This design comes from an exercise in tuning for small area, a short achievable clock period and few clock cycles on the open sky130 flow, not from production work.
Where RTL was checked, it was by simulation tests only, not by an equivalence proof against the original.
Power and IR drop assume default switching activity.

// ufs_core
module ufs_core (
    input  wire        clk,
    input  wire        rst,
    input  wire        rx_valid,
    input  wire [7:0]  rx_data,
    output wire        rx_ready,
    output reg         tx_valid,
    output wire [7:0]  tx_data,
    input  wire        tx_ready,
    output reg         mem_clr,
    output reg         buf_we,
    output wire [13:0] buf_addr,
    output wire [7:0]  buf_wdata,
    output reg         name_we,
    output wire [5:0]  name_addr,
    output wire [7:0]  name_wdata,
    output reg         st_valid,
    input  wire        st_ready,
    output wire [5:0]  st_name_len,
    output wire [13:0] st_length
);
Size in the first run: about 1,100 cells after synthesis, ~610 flip-flops, about 83 I/O pins.
Settings: LEC_CHECK=0, CAP_MARGIN=20, CORE_MARGIN=2, CORE_UTILIZATION=65, CTS_CLUSTER_DIAMETER=100, CTS_CLUSTER_SIZE=28, SLEW_MARGIN=20; clock period 8.0 ns.
standard.sh (not shown) runs the stock make flow with config.mk's settings and CLKGATE_MAP_FILE= SYNTH_SCRIPT=/design/flow/synth_recipe.tcl, a recipe that flattens the netlist after the stock synthesis.
==> flow/flow/run.sh <==
#!/bin/bash
# Standard ORFS layout, with the port buffers made from plain buffers and
# repair_timing asked for more setup margin.
set -euo pipefail
export BUFFER_PORTS_ARGS="-buffer_cell sky130_fd_sc_hd__buf_2"
export SETUP_SLACK_MARGIN=5.2
bash standard.sh > standard.log 2>&1
Next try:
--- a/flow/design.v
+++ b/flow/design.v
@@ -90,23 +90,22 @@
     wire ns_skip  = (p_cmd & ~c90 & ~c91 & ~c92) | (p_n & n_skip) | (p_dlen & d_skip) |
                     (s_skip & ~(v1 & rem1));
     wire n_ok     = (b[7:6] == 2'b00) & ~b0;               
     wire size_ok  = ~sbig & ~(eq28 & ~b0);
     wire commit   = p_tail & sc3 & is_s & ~nbig & size_ok;
     wire fok_dlen = active & (seqlo | (seq41 & b0));
     wire nbig_nx  = p_n ? (b[7:6] != 2'b00) : nbig;
     wire fok_nx   = p_dlen ? fok_dlen : fok;
     wire ins     = p_name & active & ~nbig;
     wire take_name = fire & ns_name;
     wire take_data = fire & ns_ddata;
-    wire take_size0 = fire & ((p_n & b0) | (p_name & rem1) | (s_tail & ~v1 & (sc == 2'd0)));
     wire [1:0] ncode   = {is_s & good, ~good};   
     wire       st_set  = dv & is_e & good;
     wire       st_nxt  = st_set | (st_valid & ~st_ready);
     wire       drn_set = dv & is_s & fok & good & active;
     wire       drn_nxt = drn_set | drn1 | (drn2 & ~ph_end);
     wire xfer     = tx_valid & tx_ready;
     wire tx_last  = xfer & (tx_n == 2'd0);
     wire tx_vnx   = dv | (tx_valid & ~tx_last);    
     wire cs_after_take = (p_dlen & (b == 8'd1)) | (p_ddata & (rem == 8'd2)) |
                          (s_ddata & ~v1 & rem1) |
                          (p_tail & (sc == 2'd2)) | (s_tail & ~v1 & sc3) | ns_dlen;
@@ -188,38 +187,38 @@
         if (p_name)  rem <= rem - 8'd1;
         if (p_tail) begin
             sc <= sc + 2'd1;
             if (sc == 2'd0 || sc == 2'd1) sbig <= sbig | ~b0;
             if (sc == 2'd2) begin
                 sbig <= sbig | (b > 8'h28);
                 eq28 <= (b == 8'h28);
             end
             if (sc3 && is_s) fok <= commit;
         end
         if (commit) begin
-            name_len      <= ad[5:0];
+            name_len      <= ad[5:0] + 6'd1;
             declared_size <= {ad[13:8], b};
         end
         if (p_dsh) seqh0 <= b0;
         if (p_dsl) begin
             seqlo <= seqh0 & ~b0 & (b <= 8'd40);
             seq41 <= seqh0 & (b == 8'd41);
         end
         if (p_dlen) begin
             fok  <= fok_dlen;
             rem  <= d_skip ? 8'd252 : b;
         end
         if (p_ddata) rem <= rem - 8'd1;
         if (p_skip)  rem <= rem - 8'd1;
         if (p_cs)    good <= (csum == b) & fok;
-        if (take_name | take_data | take_size0) ad[7:0] <= ad_base + 8'd1;
+        if (take_name | take_data) ad[7:0] <= ad_base + 8'd1;
         else                       ad[7:0] <= ad_base;
         if (p_tail & (sc == 2'd2)) ad[13:8] <= b[5:0];
         if (p_dsl)                 ad[13:8] <= b[5:0] - 6'd1;
         if (drn2)                  ad[5:0]  <= ph;
         if (xfer & (tx_n != 2'd0)) begin
             tx_n <= tx_n - 2'd1;
             {txd7, txd} <= (tx_n == 2'd2) ? {1'b1, 5'h13 + {3'd0, tx_c}} : {1'b0, 5'h14 + {3'd0, tx_c}};
         end else if (dv) begin
             tx_n <= 2'd2;
             {txd7, txd} <= 6'h21;
             tx_c <= ncode;
=>
- worst hold slack is about the same
- clock-buffer cell count went up by 2
- total power went down by 0.92%
- non-clock buffer count went down by 3
- clock power went down by about 3%
- final area barely changes
- final cell count went up by 0.88%
- routed wire length went down by 7.8%
- die area went up by 0.97%
Testbench counts after the change, summed over its fixed seeds: cycles 69,380.
For the first run of this note, only the layout was checked, not whether the RTL still works.


rev 12:
The RTL this note starts from:
==> flow/design.v <==
module ufs_core (
    input  wire        clk,
    input  wire        rst,
    input  wire        rx_valid,
    input  wire [7:0]  rx_data,
    output wire        rx_ready,
    output reg         tx_valid,
    output wire [7:0]  tx_data,
    input  wire        tx_ready,
    output reg         mem_clr,
    output reg         buf_we,
    output wire [13:0] buf_addr,
    output wire [7:0]  buf_wdata,
    output reg         name_we,
    output wire [5:0]  name_addr,
    output wire [7:0]  name_wdata,
    output reg         st_valid,
    input  wire        st_ready,
    output wire [5:0]  st_name_len,
    output wire [13:0] st_length
);
    reg        rdy;
    reg        v1;
    reg  [7:0] d1;
    wire       fire = rx_valid & rdy;
    assign rx_ready = rdy;
    reg s_seek, s_cmd, s_n, s_name, s_tail, s_dsh, s_dsl, s_dlen, s_ddata, s_cs, s_skip;
    reg        is_s, is_e;       
    reg  [7:0] csum;
    reg  [7:0] rem;              
    reg  [1:0] sc;               
    reg        nbig;             
    reg        sbig;             
    reg        eq28;             
    reg        seqh0, seqlo, seq41;
    reg        fok;              
    reg        dv, good;         
    reg        active;
    reg  [5:0] name_len;
    reg [13:0] declared_size;
    assign st_name_len = name_len;
    assign st_length   = declared_size;
    reg [13:0] ad;
    assign buf_addr   = ad;
    assign name_addr  = ad[5:0];
    assign buf_wdata  = d1;
    assign name_wdata = d1;
    reg [503:0] ring;
    reg  [5:0] ph;
    reg        drn1, drn2;
    wire [7:0] r63 = ring[503:496];
    wire       ph_end = (ph == 6'd62);
    wire [5:0] ph_inc = ph_end ? 6'd0 : ph + 6'd1;
    reg        txd7;
    reg  [4:0] txd;
    assign tx_data = {txd7, 2'b00, txd};
    reg  [1:0] tx_n;             
    reg  [1:0] tx_c;             
    wire [7:0] b    = d1;
    wire       hdr  = (b == 8'h81);
    wire       b0   = (b == 8'd0);
    wire       rem1 = (rem == 8'd1);
    wire       sc3  = (sc == 2'd3);
    wire p_seek  = v1 & s_seek;
    wire p_cmd   = v1 & s_cmd;
    wire p_n     = v1 & s_n;
    wire p_name  = v1 & s_name;
    wire p_tail  = v1 & s_tail;
    wire p_dsh   = v1 & s_dsh;
    wire p_dsl   = v1 & s_dsl;
    wire p_dlen  = v1 & s_dlen;
    wire p_ddata = v1 & s_ddata;
    wire p_cs    = v1 & s_cs;
    wire p_skip  = v1 & s_skip;
    wire c90 = (b == 8'h90);
    wire c91 = (b == 8'h91);
    wire c92 = (b == 8'h92);
    wire n_skip = (b >= 8'd249);
    wire d_skip = (b >= 8'd251);
    wire ns_seek  = (s_seek & ~(v1 & hdr)) | p_cs | (p_skip & rem1);
    wire ns_cmd   = (p_seek & hdr) | (s_cmd & ~v1);
    wire ns_n     = (p_cmd & c90) | (s_n & ~v1);
    wire ns_name  = (p_n & ~n_skip & ~b0) | (s_name & ~(v1 & rem1));
    wire ns_tail  = (p_cmd & c92) | (p_n & b0) | (p_name & rem1) | (s_tail & ~(v1 & sc3));
    wire ns_dsh   = (p_cmd & c91) | (s_dsh & ~v1);
    wire ns_dsl   = p_dsh | (s_dsl & ~v1);
    wire ns_dlen  = p_dsl | (s_dlen & ~v1);
    wire ns_ddata = (p_dlen & ~d_skip & ~b0) | (s_ddata & ~(v1 & rem1));
    wire ns_cs    = (p_tail & sc3) | (p_dlen & b0) | (p_ddata & rem1) | (s_cs & ~v1);
    wire ns_skip  = (p_cmd & ~c90 & ~c91 & ~c92) | (p_n & n_skip) | (p_dlen & d_skip) |
                    (s_skip & ~(v1 & rem1));
    wire n_ok     = (b[7:6] == 2'b00) & ~b0;               
    wire size_ok  = ~sbig & ~(eq28 & ~b0);
    wire commit   = p_tail & sc3 & is_s & ~nbig & size_ok;
    wire fok_dlen = active & (seqlo | (seq41 & b0));
    wire nbig_nx  = p_n ? (b[7:6] != 2'b00) : nbig;
    wire fok_nx   = p_dlen ? fok_dlen : fok;
    wire ins     = p_name & active & ~nbig;
    wire take_name = fire & ns_name;
    wire take_data = fire & ns_ddata;
    wire take_size0 = fire & ((p_n & b0) | (p_name & rem1) | (s_tail & ~v1 & (sc == 2'd0)));
    wire [1:0] ncode   = {is_s & good, ~good};   
    wire       st_set  = dv & is_e & good;
    wire       st_nxt  = st_set | (st_valid & ~st_ready);
    wire       drn_set = dv & is_s & fok & good & active;
    wire       drn_nxt = drn_set | drn1 | (drn2 & ~ph_end);
    wire xfer     = tx_valid & tx_ready;
    wire tx_last  = xfer & (tx_n == 2'd0);
    wire tx_vnx   = dv | (tx_valid & ~tx_last);    
    wire cs_after_take = (p_dlen & (b == 8'd1)) | (p_ddata & (rem == 8'd2)) |
                         (s_ddata & ~v1 & rem1) |
                         (p_tail & (sc == 2'd2)) | (s_tail & ~v1 & sc3) | ns_dlen;
    wire may_cs        = fire ? cs_after_take : ns_cs;
    wire enter_align = p_n & active & n_ok;
    wire in_align    = ns_name & active & ~nbig_nx;
    wire align_hit   = (ph_inc == ad[5:0]) | ((ad[5:0] == 6'd63) & (ph == 6'd61));
    wire align_ok    = enter_align ? (ph == 6'd61) : (fire | align_hit);
    wire stall       = (may_cs & tx_vnx) | st_nxt | drn_nxt;
    wire rdy_nxt     = ~stall & ~(ns_n & active & fire) &
                       (~(enter_align | in_align) | align_ok);
    always @(posedge clk) begin
        d1   <= drn2 ? r63 : rx_data;
        ring <= {ring[495:0], ins ? b : r63};
    end
    always @(posedge clk) begin
        if (rst) begin
            rdy     <= 1'b1;
            v1      <= 1'b0;
            s_seek  <= 1'b1;
            s_cmd   <= 1'b0;  s_n    <= 1'b0;  s_name  <= 1'b0;  s_tail <= 1'b0;
            s_dsh   <= 1'b0;  s_dsl  <= 1'b0;  s_dlen  <= 1'b0;  s_ddata <= 1'b0;
            s_cs    <= 1'b0;  s_skip <= 1'b0;
            dv      <= 1'b0;
            active  <= 1'b0;
            mem_clr <= 1'b0;
            buf_we  <= 1'b0;
            name_we <= 1'b0;
            st_valid <= 1'b0;
            tx_valid <= 1'b0;
            ph      <= 6'd0;
            drn1    <= 1'b0;
            drn2    <= 1'b0;
        end else begin
            rdy     <= rdy_nxt;
            v1      <= fire;
            ph      <= ph_inc;
            s_seek  <= ns_seek;  s_cmd <= ns_cmd;  s_n <= ns_n;  s_name <= ns_name;
            s_tail  <= ns_tail;  s_dsh <= ns_dsh;  s_dsl <= ns_dsl;  s_dlen <= ns_dlen;
            s_ddata <= ns_ddata; s_cs <= ns_cs;    s_skip <= ns_skip;
            dv      <= p_cs;
            mem_clr <= (p_n & ~active & (b[7:6] == 2'b00)) | (dv & is_s & fok & active);
            buf_we  <= take_data & fok_nx;
            name_we <= (take_name & ~active & ~nbig_nx) | (drn2 & (ph < name_len));
            if (dv) begin
                if (is_s) begin
                    if (fok) active <= good;
                end else if (is_e) begin
                    active <= 1'b0;
                end
            end
            if (st_set) st_valid <= 1'b1;
            else if (st_ready) st_valid <= 1'b0;
            if (drn_set) drn1 <= 1'b1;
            if (drn1 & ph_end) begin drn1 <= 1'b0; drn2 <= 1'b1; end
            if (drn2 & ph_end) drn2 <= 1'b0;
            tx_valid <= tx_vnx;
        end
    end
    wire [7:0] ad_base = (p_n | p_dlen) ? 8'hff : ad[7:0];
    always @(posedge clk) begin
        if (v1) begin
            if (s_seek) csum <= 8'h81;
            else        csum <= csum + b;
        end
        if (p_cmd) begin
            is_s <= c90;
            is_e <= c92;
            fok  <= active;                  
            sc   <= 2'd2;
            rem  <= 8'd255;                  
        end
        if (p_n) begin
            nbig <= (b[7:6] != 2'b00);
            sbig <= 1'b0;
            sc   <= 2'd0;
            rem  <= n_skip ? 8'd254 : b;
        end
        if (p_name)  rem <= rem - 8'd1;
        if (p_tail) begin
            sc <= sc + 2'd1;
            if (sc == 2'd0 || sc == 2'd1) sbig <= sbig | ~b0;
            if (sc == 2'd2) begin
                sbig <= sbig | (b > 8'h28);
                eq28 <= (b == 8'h28);
            end
            if (sc3 && is_s) fok <= commit;
        end
        if (commit) begin
            name_len      <= ad[5:0];
            declared_size <= {ad[13:8], b};
        end
        if (p_dsh) seqh0 <= b0;
        if (p_dsl) begin
            seqlo <= seqh0 & ~b0 & (b <= 8'd40);
            seq41 <= seqh0 & (b == 8'd41);
        end
        if (p_dlen) begin
            fok  <= fok_dlen;
            rem  <= d_skip ? 8'd252 : b;
        end
        if (p_ddata) rem <= rem - 8'd1;
        if (p_skip)  rem <= rem - 8'd1;
        if (p_cs)    good <= (csum == b) & fok;
        if (take_name | take_data | take_size0) ad[7:0] <= ad_base + 8'd1;
        else                       ad[7:0] <= ad_base;
        if (p_tail & (sc == 2'd2)) ad[13:8] <= b[5:0];
        if (p_dsl)                 ad[13:8] <= b[5:0] - 6'd1;
        if (drn2)                  ad[5:0]  <= ph;
        if (xfer & (tx_n != 2'd0)) begin
            tx_n <= tx_n - 2'd1;
            {txd7, txd} <= (tx_n == 2'd2) ? {1'b1, 5'h13 + {3'd0, tx_c}} : {1'b0, 5'h14 + {3'd0, tx_c}};
        end else if (dv) begin
            tx_n <= 2'd2;
            {txd7, txd} <= 6'h21;
            tx_c <= ncode;
        end
    end
endmodule
export LEC_CHECK = 0
export CAP_MARGIN = 20
export CORE_MARGIN = 2
export CORE_UTILIZATION = 65
export CTS_CLUSTER_DIAMETER = 100
export CTS_CLUSTER_SIZE = 28
export SLEW_MARGIN = 20
create_clock -name core_clock -period 8.0 [get_ports {clk}]
==> flow/flow/run.sh <==
#!/bin/bash
# Standard ORFS layout, with the port buffers made from plain buffers and
# repair_timing asked for more setup margin.
set -euo pipefail
export BUFFER_PORTS_ARGS="-buffer_cell sky130_fd_sc_hd__buf_2"
export SETUP_SLACK_MARGIN=5.3
bash standard.sh > standard.log 2>&1
Changes in rev 13 relative to rev 12:
diff --git a/flow/design.v b/flow/design.v
--- a/flow/design.v
+++ b/flow/design.v
@@ -97,9 +97,8 @@
     wire fok_nx   = p_dlen ? fok_dlen : fok;
     wire ins     = p_name & active & ~nbig;
     wire take_name = fire & ns_name;
     wire take_data = fire & ns_ddata;
-    wire take_size0 = fire & ((p_n & b0) | (p_name & rem1) | (s_tail & ~v1 & (sc == 2'd0)));
     wire [1:0] ncode   = {is_s & good, ~good};   
     wire       st_set  = dv & is_e & good;
     wire       st_nxt  = st_set | (st_valid & ~st_ready);
     wire       drn_set = dv & is_s & fok & good & active;
@@ -195,9 +194,9 @@
             end
             if (sc3 && is_s) fok <= commit;
         end
         if (commit) begin
-            name_len      <= ad[5:0];
+            name_len      <= ad[5:0] + 6'd1;
             declared_size <= {ad[13:8], b};
         end
         if (p_dsh) seqh0 <= b0;
         if (p_dsl) begin
@@ -210,9 +209,9 @@
         end
         if (p_ddata) rem <= rem - 8'd1;
         if (p_skip)  rem <= rem - 8'd1;
         if (p_cs)    good <= (csum == b) & fok;
-        if (take_name | take_data | take_size0) ad[7:0] <= ad_base + 8'd1;
+        if (take_name | take_data) ad[7:0] <= ad_base + 8'd1;
         else                       ad[7:0] <= ad_base;
         if (p_tail & (sc == 2'd2)) ad[13:8] <= b[5:0];
         if (p_dsl)                 ad[13:8] <= b[5:0] - 6'd1;
         if (drn2)                  ad[5:0]  <= ph;
### Flow results
Looking only at synthesized netlist cell count, and setting everything else aside, the higher value of rev 13 and rev 12 goes to rev 13. Rev 13 -> rev 12: clock tree cell share of total cell area flat. Critical path depth: rev 12 vs rev 13 identical. Final critical path time including I/O delays and setup was lower in the run labelled rev 12. Going from rev 12 to rev 13, share of the clock period used by the worst path rose by 0.28 points, aggregate routed wire length decreased 2.0 mm.
Testbench counts of rev 13, summed over its fixed seeds: cycles 69,380.
The RTL of rev 12 was laid out without a check of its function.

what the ideal ports hide:
The flow's constraints put no driver on any port. The routed layouts listed below were extracted and timed again, unchanged, in two steps. Step 1 (the two cells are an assumption about what drives the block):
set clk [get_ports {clk}]
set_driving_cell -lib_cell sky130_fd_sc_hd__clkbuf_16 $clk
set_driving_cell -lib_cell sky130_fd_sc_hd__buf_2 [delete_from_list [all_inputs] $clk]
Step 2 also shifts input and output timing later by t, the mid clock arrival at the registers, as if the neighbouring blocks saw the same clock. Three values: ideal, step 1, step 2; two values: the first two.
run	t, ns	setup slack, ns	hold WS [ns]	worst register clock-pin slew, ns	worst data-port slew with drivers (ns)
the first run of note 1	0.615	5.230 / 5.183 / 4.952	0.325 / 0.325 / 0.325	0.11 / 0.11	0.05
the second run of note 1	0.594	5.230 / 5.184 / 5.181	0.323 / 0.323 / 0.323	0.11 / 0.11	0.05
rev 12	0.599	5.248 / 5.199 / 5.033	0.322 / 0.322 / 0.322	0.11 / 0.11	0.05
rev 13	0.595	5.226 / 5.180 / 5.171	0.321 / 0.321 / 0.321	0.11 / 0.11	0.05
After both steps every run listed still meets setup and hold. The setup slack of the first run of note 1, which loses most, moves by -0.047 ns with the drivers and by -0.278 ns with both steps.
